This is an optimization exercise on Yosys and OpenROAD, whose aim is small area, a short achievable clock period and few clock cycles, not a production implementation.
The RTL was checked by simulation tests, not by an equivalence proof against the original design.
Power figures rest on the tool's default switching activity, not on a simulated workload.

==> v23: inputs <==
==> flow/design.v <==
module cat64_addrspace #(
    parameter integer S    = 128,
    parameter integer NREG = 8,
    parameter [31:0]  COLOR = 32'hFF3366CC
) (
    input  wire        clk,
    input  wire        rst,
    input  wire [31:0] addr,
    input  wire [31:0] wdata,
    input  wire        wr_mem,       
    input  wire        wr_reg,       
    input  wire        fill,         
    output wire [31:0] reg_word,     
    input  wire        use_p,
    input  wire [6:0]  pa,
    output wire [31:0] bank_bytes    
);
    localparam integer ROWS  = S / 4;
    localparam integer NFILL = 24;           
    wire [4:0] wr = addr[6:2];
    wire [1:0] ws = addr[1:0];
    reg [ROWS-1:0] wr_oh, pr_oh;
    integer i;
    always @(*) begin
        wr_oh = {ROWS{1'b0}};
        pr_oh = {ROWS{1'b0}};
        for (i = 0; i < ROWS; i = i + 1) begin
            if (wr == i) wr_oh[i] = 1'b1;
            if (pa[6:2] == i) pr_oh[i] = 1'b1;
        end
    end
    wire [1:0] ps = pa[1:0];
    genvar b, r;
    generate
        for (b = 0; b < 4; b = b + 1) begin : g_bank
            wire [1:0] k     = b[1:0] - ws;
            wire [7:0] wbyte = wdata[31 - 8*k -: 8];
            wire [7:0] dbyte = rst ? 8'd0 : (fill ? COLOR[31 - 8*b -: 8] : wbyte);
            wire       carry = (ws > b);
            wire [7:0] row_q [0:ROWS-1];
            for (r = 0; r < ROWS; r = r + 1) begin : g_row
                if (4*r + b < S - 1) begin : g_st
                    wire hit = carry ? ((r > 0) ? wr_oh[(r > 0) ? r - 1 : 0] : 1'b0) : wr_oh[r];
                    wire en  = rst | (wr_mem & hit) | (fill && r < NFILL);
                    reg [7:0] q;
                    always @(posedge clk)
                        if (en) q <= dbyte;
                    assign row_q[r] = q;
                end else begin : g_zero
                    assign row_q[r] = 8'd0;
                end
            end
            wire pcarry = (ps > b);
            wire [ROWS-1:0] c_sel = carry  ? {wr_oh[ROWS-2:0], wr_oh[ROWS-1]} : wr_oh;
            wire [ROWS-1:0] p_sel = pcarry ? {pr_oh[ROWS-2:0], pr_oh[ROWS-1]} : pr_oh;
            wire [ROWS-1:0] rsel  = (c_sel & {ROWS{!use_p}}) | (p_sel & {ROWS{use_p}});
            reg  [7:0] rb;
            integer m;
            always @(*) begin
                rb = 8'd0;
                for (m = 0; m < ROWS; m = m + 1)
                    rb = rb | (row_q[m] & {8{rsel[m]}});
            end
            assign bank_bytes[8*b +: 8] = rb;
        end
    endgenerate
    reg [31:0]     reg_addr [0:NREG-1];
    reg [31:0]     reg_val  [0:NREG-1];
    reg [NREG-1:0] reg_vld;
    wire [NREG-1:0] hit_vec;
    genvar c;
    generate
        for (c = 0; c < NREG; c = c + 1) begin : g_hit
            assign hit_vec[c] = reg_vld[c] && (reg_addr[c] == addr);
        end
    endgenerate
    wire any_hit = |hit_vec;
    wire [NREG-1:0] free_lowest = ~reg_vld & {reg_vld[NREG-2:0], 1'b1};
    integer q;
    always @(posedge clk) begin
        if (rst)
            reg_vld <= {NREG{1'b0}};
        else if (wr_reg && !any_hit)
            reg_vld <= {reg_vld[NREG-2:0], 1'b1};
    end
    always @(posedge clk) begin
        for (q = 0; q < NREG; q = q + 1) begin
            if (wr_reg && (hit_vec[q] || (!any_hit && free_lowest[q])))
                reg_val[q] <= wdata;
            if (wr_reg && !any_hit && free_lowest[q])
                reg_addr[q] <= addr;
        end
    end
    reg [31:0] rw;
    always @(*) begin
        rw = 32'd0;
        for (q = 0; q < NREG; q = q + 1)
            rw = rw | (reg_val[q] & {32{hit_vec[q]}});
    end
    assign reg_word = rw;
endmodule
module cat64_sched (
    input  wire        clk,
    input  wire        rst,
    input  wire        do_start,
    input  wire        do_stop,
    input  wire        do_pause,
    input  wire        do_resume,
    input  wire        sec_evt,
    input  wire        tick_evt,
    output wire        live,         
    output wire        running,      
    output reg  [15:0] rate,
    output wire        busy          
);
    localparam [1:0] ST_IDLE    = 2'd0,
                     ST_RUNNING = 2'd1,
                     ST_PAUSED  = 2'd2,
                     ST_STOPPED = 2'd3;
    reg [1:0]  state;
    reg [15:0] frames;
    reg [7:0]  secs;
    reg        div_run;
    reg [3:0]  div_cnt;
    reg [7:0]  div_r;
    reg [7:0]  div_d;
    assign live    = (state == ST_RUNNING) || (state == ST_PAUSED);
    assign running = (state == ST_RUNNING);
    wire        div_start = tick_evt && live && (secs != 8'd0);
    wire [15:0] frames_inc = frames + 16'd1;
    wire [8:0]  div_trial  = {div_r, rate[15]};
    wire        div_ge     = div_trial >= {1'b0, div_d};
    wire [8:0]  div_diff   = div_trial - {1'b0, div_d};
    assign busy = div_run;
    always @(posedge clk) begin
        if (rst) begin
            state   <= ST_IDLE;
            frames  <= 16'd0;
            secs    <= 8'd0;
            rate    <= 16'd0;
            div_run <= 1'b0;
        end else begin
            if (do_start) begin
                if (state == ST_IDLE || state == ST_STOPPED) begin
                    state  <= ST_RUNNING;
                    frames <= 16'd0;
                    secs   <= 8'd0;
                end
            end else if (do_stop) begin
                if (live)
                    state <= ST_STOPPED;
            end else if (do_pause) begin
                if (state == ST_RUNNING)
                    state <= ST_PAUSED;
            end else if (do_resume) begin
                if (state == ST_PAUSED)
                    state <= ST_RUNNING;
            end else if (sec_evt) begin
                if (live && secs != 8'hFF)
                    secs <= secs + 8'd1;
            end else if (tick_evt) begin
                if (live) begin
                    if (secs != 8'd0) begin
                        frames <= 16'd0;
                        secs   <= 8'd0;
                    end else
                        frames <= frames_inc;
                end
            end
            if (div_start) begin
                div_run <= 1'b1;
                rate    <= frames_inc;
            end else if (div_run) begin
                rate <= {rate[14:0], div_ge};
                if (div_cnt == 4'd15)
                    div_run <= 1'b0;
            end
        end
    end
    always @(posedge clk) begin
        if (div_start) begin
            div_cnt <= 4'd0;
            div_r   <= 8'd0;
            div_d   <= secs;
        end else if (div_run) begin
            div_cnt <= div_cnt + 4'd1;
            div_r   <= div_ge ? div_diff[7:0] : div_trial[7:0];
        end
    end
endmodule
module cat64_core #(
    parameter integer S     = 128,
    parameter integer W     = 8,
    parameter integer H     = 3,
    parameter integer NREG  = 8,
    parameter [31:0]  COLOR = 32'hFF3366CC
) (
    input  wire        clk,
    input  wire        rst,
    input  wire        cmd_valid,
    output wire        cmd_ready,
    input  wire [7:0]  cmd_op,
    input  wire [31:0] cmd_addr,
    input  wire [31:0] cmd_data,
    input  wire        tick,
    input  wire        sec,
    output reg         rsp_valid,
    output wire [7:0]  rsp_status,
    output wire [31:0] rsp_value,
    output reg         pix_valid,
    output wire [23:0] pix_rgb
);
    localparam integer NPIX = W * H;
    localparam [7:0] OP_READ32        = 8'h01,
                     OP_WRITE32       = 8'h02,
                     OP_STEP          = 8'h10,
                     OP_START         = 8'h20,
                     OP_STOP          = 8'h21,
                     OP_PAUSE         = 8'h22,
                     OP_RESUME        = 8'h23,
                     OP_GET_RATE      = 8'h24,
                     OP_GET_ISRUNNING = 8'h25,
                     OP_RENDER        = 8'h30,
                     OP_SET_FB_BASE   = 8'h31;
    reg rend;                        
    reg rate_wait;                   
    reg ready;                       
    assign cmd_ready = ready;
    wire accept   = cmd_valid && cmd_ready;
    wire tick_acc = tick && !cmd_valid && cmd_ready;
    wire sec_acc  = sec && !cmd_valid && !tick && cmd_ready;
    wire op_read   = cmd_op == OP_READ32;
    wire op_write  = cmd_op == OP_WRITE32;
    wire op_step   = cmd_op == OP_STEP;
    wire op_start  = cmd_op == OP_START;
    wire op_stop   = cmd_op == OP_STOP;
    wire op_pause  = cmd_op == OP_PAUSE;
    wire op_resume = cmd_op == OP_RESUME;
    wire op_rate   = cmd_op == OP_GET_RATE;
    wire op_isrun  = cmd_op == OP_GET_ISRUNNING;
    wire op_render = cmd_op == OP_RENDER;
    wire op_setfb  = cmd_op == OP_SET_FB_BASE;
    wire op_known  = op_read | op_write | op_step | op_start | op_stop | op_pause |
                     op_resume | op_rate | op_isrun | op_render | op_setfb;
    wire in_mem = (cmd_addr[31:7] == 25'd0) && (cmd_addr[6:2] != 5'd31);
    wire        live, running, rate_busy;
    wire [15:0] rate;
    cat64_sched u_sched (
        .clk       (clk),
        .rst       (rst),
        .do_start  (accept && op_start),
        .do_stop   (accept && op_stop),
        .do_pause  (accept && op_pause),
        .do_resume (accept && op_resume),
        .sec_evt   (sec_acc),
        .tick_evt  (tick_acc),
        .live      (live),
        .running   (running),
        .rate      (rate),
        .busy      (rate_busy)
    );
    wire fill = (accept && op_step && live) || (tick_acc && running);
    reg  [7:0] fbp, pp;
    reg        fb_far;
    reg  [4:0] pcnt;                 
    always @(posedge clk) begin
        if (rst) begin
            fbp    <= 8'd1;
            fb_far <= 1'b0;
        end else if (accept && op_setfb) begin
            fbp    <= {1'b0, cmd_addr[6:0]} + 8'd1;
            fb_far <= cmd_addr[31:7] != 25'd0;
        end
    end
    wire rend_start = accept && op_render;
    wire [7:0] pa   = rend ? pp : fbp;           
    always @(posedge clk) begin
        if (rst) begin
            rend <= 1'b0;
            pcnt <= 5'd0;
        end else if (rend_start) begin
            rend <= 1'b1;
            pcnt <= 5'd1;
        end else if (rend) begin
            pcnt <= pcnt + 5'd1;
            if (pcnt == NPIX - 1)
                rend <= 1'b0;
        end
    end
    always @(posedge clk)
        pp <= pa + 8'd4;
    wire [31:0] bank_bytes, reg_word;
    cat64_addrspace #(.S(S), .NREG(NREG), .COLOR(COLOR)) u_as (
        .clk      (clk),
        .rst      (rst),
        .addr     (cmd_addr),
        .wdata    (cmd_data),
        .wr_mem   (accept && op_write && in_mem),
        .wr_reg   (accept && op_write && !in_mem),
        .fill     (fill),
        .reg_word (reg_word),
        .use_p    (rend || cmd_op[5]),
        .pa       (pa[6:0]),
        .bank_bytes (bank_bytes)
    );
    reg rsp_ref;
    assign rsp_status = {8{rsp_ref}};
    wire       rd_mem  = accept && op_read && in_mem;
    wire [2:0] pmask   = {3{!fb_far}} & {pa < 8'd126, pa < 8'd127, pa < 8'd128};
    wire [1:0] ca      = cmd_addr[1:0];
    wire [1:0] ps      = pa[1:0];
    wire [31:0] other_word = (reg_word & {32{accept && op_read && !in_mem}}) |
                             ({16'd0, rate} & {32{(accept && op_rate) || rate_wait}}) |
                             {31'd0, accept && (op_step || op_isrun) && live};
    reg [31:0] bq;                   
    reg [31:0] oq;                   
    reg [3:0]  rsel;                 
    reg [11:0] psel;                 
    integer k, j;
    always @(posedge clk) begin
        bq   <= bank_bytes;
        oq   <= other_word;
        rsel <= rd_mem ? (4'b0001 << ca) : 4'b0000;
        for (k = 0; k < 3; k = k + 1)
            for (j = 0; j < 4; j = j + 1)
                psel[4*k + j] <= pmask[k] && (((ps + k) & 3) == j);
    end
    reg [31:0] rsp_word;
    reg [23:0] pix_word;
    always @(*) begin
        rsp_word = 32'd0;
        pix_word = 24'd0;
        for (k = 0; k < 4; k = k + 1)
            for (j = 0; j < 4; j = j + 1) begin
                rsp_word[31 - 8*k -: 8] = rsp_word[31 - 8*k -: 8] |
                                          (bq[8*j +: 8] & {8{rsel[(j - k) & 3]}});
                if (k < 3)
                    pix_word[23 - 8*k -: 8] = pix_word[23 - 8*k -: 8] |
                                              (bq[8*j +: 8] & {8{psel[4*k + j]}});
            end
    end
    assign rsp_value = rsp_word | oq;
    assign pix_rgb   = pix_word;
    wire rend_next      = rend_start || (rend && pcnt != NPIX - 1);
    wire rate_wait_next = rate_wait ? rate_busy : (accept && op_rate && rate_busy);
    always @(posedge clk) begin
        if (rst) begin
            rsp_valid <= 1'b0;
            rsp_ref   <= 1'b0;
            pix_valid <= 1'b0;
            rate_wait <= 1'b0;
            ready     <= 1'b1;
        end else begin
            rsp_valid <= (accept && !op_render && !(op_rate && rate_busy)) ||
                         (rend && pcnt == NPIX - 1) ||
                         (rate_wait && !rate_busy);
            pix_valid <= rend_start || rend;
            rate_wait <= rate_wait_next;
            ready     <= !(rend_next || rate_wait_next);
            if (accept)
                rsp_ref <= !op_known;
        end
    end
endmodule
==> flow/flow/run.sh <==
#!/bin/bash
set -euo pipefail
export SETUP_SLACK_MARGIN=6
export BUFFER_PORTS_ARGS="-buffer_cell sky130_fd_sc_hd__buf_4"
bash standard.sh > standard_flow.log 2>&1
==> flow/standard.sh <==
#!/bin/bash
# synth_recipe.tcl (not shown) runs the flow's synth.tcl, then flattens the netlist and writes it again
# the make line also repeats each setting of config.mk as NAME=value (left out here)
make -C /OpenROAD-flow-scripts/flow DESIGN_CONFIG=/design/flow/config.mk WORK_HOME=/design/flow/orfs CLKGATE_MAP_FILE= SYNTH_SCRIPT=/design/flow/synth_recipe.tcl "${@:-finish}"
==> flow/config.mk <==
export PLATFORM = sky130hd
export DESIGN_NAME = cat64_core
export DESIGN_NICKNAME = cat64_core
export VERILOG_FILES = /design/flow/design.v
export SDC_FILE = /design/flow/constraint.sdc
export NUM_CORES = 4
export LEC_CHECK = 0
export CAP_MARGIN = 20
export CORE_MARGIN = 2
export CORE_UTILIZATION = 50
export PLACE_DENSITY = 0.6
export SLEW_MARGIN = 20
==> flow/constraint.sdc <==
create_clock -name core_clock -period 10.0 [get_ports {clk}]
set_input_delay 2.0000 -clock core_clock [delete_from_list [all_inputs] [get_ports {clk}]]
set_output_delay 2.0000 -clock core_clock [all_outputs]
set_load 0.01 [all_outputs]
==> v1 (differences from v23) <==
==> flow/design.v, changed modules only <==
module cat64_addrspace #(
    parameter integer S    = 128,
    parameter integer NREG = 8,
    parameter [31:0]  COLOR = 32'hFF3366CC
) (
    input  wire        clk,
    input  wire        rst,
    input  wire [31:0] addr,
    input  wire [31:0] wdata,
    input  wire        wr_mem,       
    input  wire        wr_reg,       
    input  wire        fill,         
    output wire [31:0] reg_word,     
    input  wire        use_p,
    input  wire [6:0]  pa,
    output wire [31:0] rd_bytes
);
    localparam integer ROWS  = S / 4;
    localparam integer NFILL = 24;           
    wire [4:0] wr = addr[6:2];
    wire [1:0] ws = addr[1:0];
    reg [ROWS-1:0] wr_oh, pr_oh;
    integer i;
    always @(*) begin
        wr_oh = {ROWS{1'b0}};
        pr_oh = {ROWS{1'b0}};
        for (i = 0; i < ROWS; i = i + 1) begin
            if (wr == i) wr_oh[i] = 1'b1;
            if (pa[6:2] == i) pr_oh[i] = 1'b1;
        end
    end
    wire [1:0] ps = pa[1:0];
    wire [7:0] rbyte [0:3];
    genvar b, r;
    generate
        for (b = 0; b < 4; b = b + 1) begin : g_bank
            wire [1:0] k     = b[1:0] - ws;
            wire [7:0] wbyte = wdata[31 - 8*k -: 8];
            wire [7:0] dbyte = rst ? 8'd0 : (fill ? COLOR[31 - 8*b -: 8] : wbyte);
            wire       carry = (ws > b);
            wire [7:0] row_q [0:ROWS-1];
            for (r = 0; r < ROWS; r = r + 1) begin : g_row
                if (4*r + b < S - 1) begin : g_st
                    wire hit = carry ? ((r > 0) ? wr_oh[(r > 0) ? r - 1 : 0] : 1'b0) : wr_oh[r];
                    wire en  = rst | (wr_mem & hit) | (fill && r < NFILL);
                    reg [7:0] q;
                    always @(posedge clk)
                        if (en) q <= dbyte;
                    assign row_q[r] = q;
                end else begin : g_zero
                    assign row_q[r] = 8'd0;
                end
            end
            wire pcarry = (ps > b);
            wire [ROWS-1:0] c_sel = carry  ? {wr_oh[ROWS-2:0], wr_oh[ROWS-1]} : wr_oh;
            wire [ROWS-1:0] p_sel = pcarry ? {pr_oh[ROWS-2:0], pr_oh[ROWS-1]} : pr_oh;
            wire [ROWS-1:0] rsel  = use_p ? p_sel : c_sel;
            reg  [7:0] rb;
            integer m;
            always @(*) begin
                rb = 8'd0;
                for (m = 0; m < ROWS; m = m + 1)
                    rb = rb | (row_q[m] & {8{rsel[m]}});
            end
            assign rbyte[b] = rb;
        end
    endgenerate
    wire [1:0] rot = use_p ? ps : ws;
    assign rd_bytes[31:24] = rbyte[rot];
    assign rd_bytes[23:16] = rbyte[rot + 2'd1];
    assign rd_bytes[15:8]  = rbyte[rot + 2'd2];
    assign rd_bytes[7:0]   = rbyte[rot + 2'd3];
    reg [31:0]     reg_addr [0:NREG-1];
    reg [31:0]     reg_val  [0:NREG-1];
    reg [NREG-1:0] reg_vld;
    wire [NREG-1:0] hit_vec;
    genvar c;
    generate
        for (c = 0; c < NREG; c = c + 1) begin : g_hit
            assign hit_vec[c] = reg_vld[c] && (reg_addr[c] == addr);
        end
    endgenerate
    wire any_hit = |hit_vec;
    wire [NREG-1:0] free_lowest = ~reg_vld & {reg_vld[NREG-2:0], 1'b1};
    integer q;
    always @(posedge clk) begin
        if (rst)
            reg_vld <= {NREG{1'b0}};
        else if (wr_reg && !any_hit)
            reg_vld <= {reg_vld[NREG-2:0], 1'b1};
    end
    always @(posedge clk) begin
        for (q = 0; q < NREG; q = q + 1) begin
            if (wr_reg && (hit_vec[q] || (!any_hit && free_lowest[q])))
                reg_val[q] <= wdata;
            if (wr_reg && !any_hit && free_lowest[q])
                reg_addr[q] <= addr;
        end
    end
    reg [31:0] rw;
    always @(*) begin
        rw = 32'd0;
        for (q = 0; q < NREG; q = q + 1)
            rw = rw | (reg_val[q] & {32{hit_vec[q]}});
    end
    assign reg_word = rw;
endmodule
module cat64_core #(
    parameter integer S     = 128,
    parameter integer W     = 8,
    parameter integer H     = 3,
    parameter integer NREG  = 8,
    parameter [31:0]  COLOR = 32'hFF3366CC
) (
    input  wire        clk,
    input  wire        rst,
    input  wire        cmd_valid,
    output wire        cmd_ready,
    input  wire [7:0]  cmd_op,
    input  wire [31:0] cmd_addr,
    input  wire [31:0] cmd_data,
    input  wire        tick,
    input  wire        sec,
    output reg         rsp_valid,
    output wire [7:0]  rsp_status,
    output reg  [31:0] rsp_value,
    output reg         pix_valid,
    output reg  [23:0] pix_rgb
);
    localparam integer NPIX = W * H;
    localparam [7:0] OP_READ32        = 8'h01,
                     OP_WRITE32       = 8'h02,
                     OP_STEP          = 8'h10,
                     OP_START         = 8'h20,
                     OP_STOP          = 8'h21,
                     OP_PAUSE         = 8'h22,
                     OP_RESUME        = 8'h23,
                     OP_GET_RATE      = 8'h24,
                     OP_GET_ISRUNNING = 8'h25,
                     OP_RENDER        = 8'h30,
                     OP_SET_FB_BASE   = 8'h31;
    reg rend;                        
    reg rate_wait;                   
    assign cmd_ready = !(rend || rate_wait);
    wire accept   = cmd_valid && cmd_ready;
    wire tick_acc = tick && !cmd_valid && cmd_ready;
    wire sec_acc  = sec && !cmd_valid && !tick && cmd_ready;
    wire op_read   = cmd_op == OP_READ32;
    wire op_write  = cmd_op == OP_WRITE32;
    wire op_step   = cmd_op == OP_STEP;
    wire op_start  = cmd_op == OP_START;
    wire op_stop   = cmd_op == OP_STOP;
    wire op_pause  = cmd_op == OP_PAUSE;
    wire op_resume = cmd_op == OP_RESUME;
    wire op_rate   = cmd_op == OP_GET_RATE;
    wire op_isrun  = cmd_op == OP_GET_ISRUNNING;
    wire op_render = cmd_op == OP_RENDER;
    wire op_setfb  = cmd_op == OP_SET_FB_BASE;
    wire op_known  = op_read | op_write | op_step | op_start | op_stop | op_pause |
                     op_resume | op_rate | op_isrun | op_render | op_setfb;
    wire in_mem = (cmd_addr[31:7] == 25'd0) && (cmd_addr[6:2] != 5'd31);
    wire        live, running, rate_busy;
    wire [15:0] rate;
    cat64_sched u_sched (
        .clk       (clk),
        .rst       (rst),
        .do_start  (accept && op_start),
        .do_stop   (accept && op_stop),
        .do_pause  (accept && op_pause),
        .do_resume (accept && op_resume),
        .sec_evt   (sec_acc),
        .tick_evt  (tick_acc),
        .live      (live),
        .running   (running),
        .rate      (rate),
        .busy      (rate_busy)
    );
    wire fill = (accept && op_step && live) || (tick_acc && running);
    reg  [7:0] fbp, pp;
    reg        fb_far;
    reg  [4:0] pcnt;                 
    always @(posedge clk) begin
        if (rst) begin
            fbp    <= 8'd1;
            fb_far <= 1'b0;
        end else if (accept && op_setfb) begin
            fbp    <= {1'b0, cmd_addr[6:0]} + 8'd1;
            fb_far <= cmd_addr[31:7] != 25'd0;
        end
    end
    wire rend_start = accept && op_render;
    wire [7:0] pa   = rend ? pp : fbp;           
    always @(posedge clk) begin
        if (rst) begin
            rend <= 1'b0;
            pcnt <= 5'd0;
        end else if (rend_start) begin
            rend <= 1'b1;
            pcnt <= 5'd1;
        end else if (rend) begin
            pcnt <= pcnt + 5'd1;
            if (pcnt == NPIX - 1)
                rend <= 1'b0;
        end
    end
    always @(posedge clk)
        pp <= pa + 8'd4;
    wire [31:0] rd_bytes, reg_word;
    cat64_addrspace #(.S(S), .NREG(NREG), .COLOR(COLOR)) u_as (
        .clk      (clk),
        .rst      (rst),
        .addr     (cmd_addr),
        .wdata    (cmd_data),
        .wr_mem   (accept && op_write && in_mem),
        .wr_reg   (accept && op_write && !in_mem),
        .fill     (fill),
        .reg_word (reg_word),
        .use_p    (rend || op_render),
        .pa       (pa[6:0]),
        .rd_bytes (rd_bytes)
    );
    reg rsp_ref;
    assign rsp_status = {8{rsp_ref}};
    wire [2:0] pmask = {3{!fb_far}} & {pa < 8'd128, pa < 8'd127, pa < 8'd126};
    always @(posedge clk) begin
        pix_rgb <= {rd_bytes[31:24] & {8{pmask[2]}},
                    rd_bytes[23:16] & {8{pmask[1]}},
                    rd_bytes[15:8]  & {8{pmask[0]}}};
    end
    always @(posedge clk) begin
        if (rst) begin
            rsp_valid <= 1'b0;
            rsp_ref   <= 1'b0;
            rsp_value <= 32'd0;
            pix_valid <= 1'b0;
            rate_wait <= 1'b0;
        end else begin
            rsp_valid <= 1'b0;
            pix_valid <= rend_start || rend;
            if (accept) begin
                rsp_ref   <= !op_known;
                rsp_value <= (rd_bytes & {32{op_read && in_mem}}) |
                             (reg_word & {32{op_read && !in_mem}}) |
                             ({16'd0, rate} & {32{op_rate}}) |
                             {31'd0, (op_step || op_isrun) && live};
                if (op_rate && rate_busy)
                    rate_wait <= 1'b1;
                else if (!op_render)
                    rsp_valid <= 1'b1;
            end
            if (rend && pcnt == NPIX - 1)
                rsp_valid <= 1'b1;
            if (rate_wait && !rate_busy) begin
                rsp_valid <= 1'b1;
                rsp_value <= {16'd0, rate};
                rate_wait <= 1'b0;
            end
        end
    end
endmodule
==> flow/run.sh (new file) <==
#!/bin/bash
# synth_recipe.tcl (not shown) runs the flow's synth.tcl, then flattens the netlist and writes it again
# the make line also repeats each setting of config.mk as NAME=value (left out here)
make -C /OpenROAD-flow-scripts/flow DESIGN_CONFIG=/design/flow/config.mk WORK_HOME=/design/flow/orfs CLKGATE_MAP_FILE= SYNTH_SCRIPT=/design/flow/synth_recipe.tcl finish
--- a/flow/config.mk
+++ b/flow/config.mk
@@ -5,8 +5,10 @@
 export SDC_FILE = /design/flow/constraint.sdc
 export NUM_CORES = 4
 export LEC_CHECK = 0
+export ABC_CLOCK_PERIOD_IN_PS = 3000
 export CAP_MARGIN = 20
 export CORE_MARGIN = 2
 export CORE_UTILIZATION = 50
 export PLACE_DENSITY = 0.6
+export SETUP_SLACK_MARGIN = 5
 export SLEW_MARGIN = 20
removed: flow/flow/run.sh
removed: flow/standard.sh
==> results.txt <==
Comb. pwr: v23 0.00111 W; v1 0.00149 W
Final WL: v23 232 mm; v1 303 mm
Status: v23 complete, no violations; v1 complete, no violations
Number of optimization iterations in the first detailed-route pass: v23 14; v1 7
M3 GR Usage: v23 7.13%; v1 12.2%
Post-Synth Simple-Gate Area: v23 5.99%; v1 8.61%
Sequential-to-total area share from yosys stat: v23 72.7%; v1 67.4%
Syn Inst Count: v23 4,383; v1 5,177
Start point of the critical path: v23 cmd_addr[5]; v1 cmd_op[6]
Multi-input logic area: v23 0.0213 sq mm; v1 0.0247 sq mm
Overall via count from detail_route: v23 46,300; v1 55,200
Antenna diodes: v23 4; v1 3
End of the critical path: v23 bq[9]$_DFF_P_; v1 rsp_value[29]$_SDFFE_PP0P_
Post-synth design cell area: v23 0.0682 sq mm; v1 0.0728 sq mm
Compound-gate portion of the synthesized area: v23 13.2%; v1 14.9%
Leakage power figure: v23 28.8 nW; v1 29.7 nW
Number of clock buffers in the layout: v23 232; v1 218
Met2 WL post-DR: v23 104 mm; v1 130 mm
Final worst path period share: v23 42.7%; v1 50.5%
Testbench counts of v23, summed over its fixed seeds: cycles 7,626.
Testbench counts of v1, summed over its fixed seeds: cycles 7,626.

re-timing with driven ports:
The results above use ideal ports. As a check the final layouts listed here were re-extracted and re-timed, cells and wires unchanged.
Step 1: set_driving_cell puts a clkbuf_16 on clk and a buf_2 on each other input, an assumption about the parent block.
Step 2 moves the port delays by t, midway between the first and last clock arrival at a register: inputs arrive t later, outputs are due t later. That takes back most of the time a late clock gives input paths.
Slacks: ideal ports / drivers / drivers and shift; pairs: ideal ports / drivers.
run | shift t [ns] | slack for setup (ns) | worst setup path at the end | clock arrival spread, ns | worst data-port slew with drivers (ns)
v23 | 0.893 | 5.726 / 5.676 / 4.783 | input to register | 0.037 / 0.037 | 0.28
v1 | 0.869 | 4.946 / 4.998 / 4.136 | input to register | 0.071 / 0.071 | 0.10
After both steps setup and hold are still met in every run listed. The setup slack of v23, which loses most, moves by -0.050 ns with the drivers and by -0.943 ns with both steps.
